This design comes from an exercise in tuning for small area on the open sky130 flow, not from production work.
Only simulation tests tie the RTL to the original design; equivalence was not proved.
No driver is modelled on the clock port, so clock power and skew are understated where the tree is cut down; a real chip needs a root buffer or a tree.

== alpha ==
==> module jtag_spi_bridge, before the edit <==
module jtag_spi_bridge (
    input  wire tck,
    input  wire tdi,
    input  wire p_shift,
    input  wire p_ce,
    input  wire p_rstn,
    input  wire p_rti1,
    output wire tdo,
    input  wire miso,
    output wire cs_n,
    output wire mosi,
    output wire spi_oe,      
    output wire wp_n,
    output wire hold_n
);
    reg selected;
    always @(posedge tck)
        selected <= p_rstn & (selected | p_rti1);
    wire selected_capture = selected & p_ce & ~p_shift;
    wire selected_shift   = selected & p_shift;
    localparam W = 16;    
    reg        mode;
    reg [W-1:0] bits;      
    reg        mosi_q;
    reg        csn_q;
    reg        tdo_q;
    wire nz   = |bits;
    wire xfer = mode & nz;
    wire sin  = tdi & (selected_shift | nz);
    always @(posedge tck) begin
        mode <= xfer | bits[W-2];
        if (selected_capture)
            bits <= {W{1'b0}};
        else if (xfer)
            bits <= bits - 1'b1;
        else
            bits <= {bits[W-2:0], sin};
    end
    always @(posedge tck) begin
        mosi_q <= tdi;
        csn_q  <= ~xfer;
    end
    always @(negedge tck)
        tdo_q <= miso;
    assign spi_oe = selected;
    assign mosi   = mosi_q;
    assign cs_n   = csn_q;
    assign tdo    = tdo_q;
    assign wp_n   = 1'b1;
    assign hold_n = 1'b1;
endmodule
clock: 10.0 ns
lec_check: 0
cap_margin: 20
core_area: 2 2 62 62
cts_buf_list: sky130_fd_sc_hd__clkbuf_8
cts_cluster_diameter: 200
cts_cluster_size: 30
die_area: 0 0 64 64
place_density: 0.9
slew_margin: 20
standard.sh (not shown) runs the stock make flow with config.mk's settings and CLKGATE_MAP_FILE= SYNTH_SCRIPT=/design/flow/synth_recipe.tcl, a recipe that flattens the netlist after the stock synthesis.
==> flow/flow/run.sh <==
#!/bin/bash
# Own layout flow: the standard flow, with three changes to how the
# layout is made:
#  1. after the standard synthesis, the combinational gates between the
#     registers are re-mapped by ABC for area (registers, their names and
#     cell types are kept as the standard synthesis made them);
#  2. the port buffers are the smallest buffer cell (buf_1);
#  3. the clock tree is a single root buffer (no second level, no dummy
#     loads).
# Each tool's output goes to a log file of its own in the work folder.
set -euo pipefail
WORK=$(pwd)
RES=$WORK/orfs/results/$FLOW_PLATFORM/jtag_spi_bridge/base
LIB=$FLOW_HOME/platforms/$FLOW_PLATFORM/lib/sky130_fd_sc_hd__tt_025C_1v80.lib

# 1. standard synthesis
bash standard.sh synth > "$WORK/log_1_synth_standard.log" 2>&1
cp "$RES/1_2_yosys.v" "$WORK/synth_standard.v"

# 2. re-map the combinational logic
REOPT_LIB=$LIB REOPT_IN=$WORK/synth_standard.v REOPT_TOP=$FLOW_TOP \
REOPT_STAT=$WORK/reopt_stat.txt REOPT_OUT=$WORK/synth_reopt.v \
  yosys -c "$WORK/flow/reopt.tcl" > "$WORK/log_2_reopt.log" 2>&1
sleep 1
cp "$WORK/synth_reopt.v" "$RES/1_2_yosys.v"
touch "$RES/1_2_yosys.v"
rm -f "$RES/1_synth.odb" "$RES/1_synth.sdc"
bash standard.sh synth > "$WORK/log_3_synth_odb.log" 2>&1

# 3. the rest of the standard flow
export BUFFER_PORTS_ARGS="-buffer_cell sky130_fd_sc_hd__buf_1"
export POST_CTS_TCL="$WORK/flow/post_cts.tcl"
export FLOW_CLOCK_PORT=tck
export CTS_ARGS="-sink_clustering_enable -repair_clock_nets -dont_use_dummy_load -sink_clustering_size 30 -sink_clustering_max_diameter 200 -buf_list sky130_fd_sc_hd__clkbuf_8"
bash standard.sh > "$WORK/log_4_layout.log" 2>&1
test -f "$WORK/out/final.def"
Other scripts of this flow, unchanged in this note and not shown: flow/flow/post_cts.tcl, flow/flow/reopt.tcl
What beta does differently from alpha at the input level:
--- a/flow/design.v
+++ b/flow/design.v
@@ -12,30 +12,37 @@
     output wire spi_oe,      
     output wire wp_n,
     output wire hold_n
 );
+    localparam W = 16;    
+    localparam [31:0]  PAT = 32'hAAAA_AAAB;
+    localparam [W-1:0] INV = PAT[W-1:0];
     reg selected;
     always @(posedge tck)
         selected <= p_rstn & (selected | p_rti1);
     wire selected_capture = selected & p_ce & ~p_shift;
     wire selected_shift   = selected & p_shift;
-    localparam W = 16;    
-    reg        mode;
-    reg [W-1:0] bits;      
-    reg        mosi_q;
-    reg        csn_q;
-    reg        tdo_q;
+    reg          mode;
+    reg  [W-1:0] q;                   
+    wire [W-1:0] bits = q ^ INV;      
+    reg          mosi_q;
+    reg          csn_q;
+    reg          tdo_q;
     wire nz   = |bits;
     wire xfer = mode & nz;
     wire sin  = tdi & (selected_shift | nz);
+    reg [W-1:0] bits_next;
+    always @(*) begin
+        if (selected_capture)
+            bits_next = {W{1'b0}};
+        else if (xfer)
+            bits_next = bits - 1'b1;
+        else
+            bits_next = {bits[W-2:0], sin};
+    end
     always @(posedge tck) begin
         mode <= xfer | bits[W-2];
-        if (selected_capture)
-            bits <= {W{1'b0}};
-        else if (xfer)
-            bits <= bits - 1'b1;
-        else
-            bits <= {bits[W-2:0], sin};
+        q    <= bits_next ^ INV;
     end
     always @(posedge tck) begin
         mosi_q <= tdi;
         csn_q  <= ~xfer;
### Flow results
Against alpha, beta comes in 15% higher on routed wire length.
The final reports for beta and alpha show global-route wire length before repair higher in the former.
beta packs its core more tightly than alpha.
Changes observed in beta relative to alpha: global-route usage increased by 1.3 points relative to the old numbers; critical path arrival closely matched the old numbers.
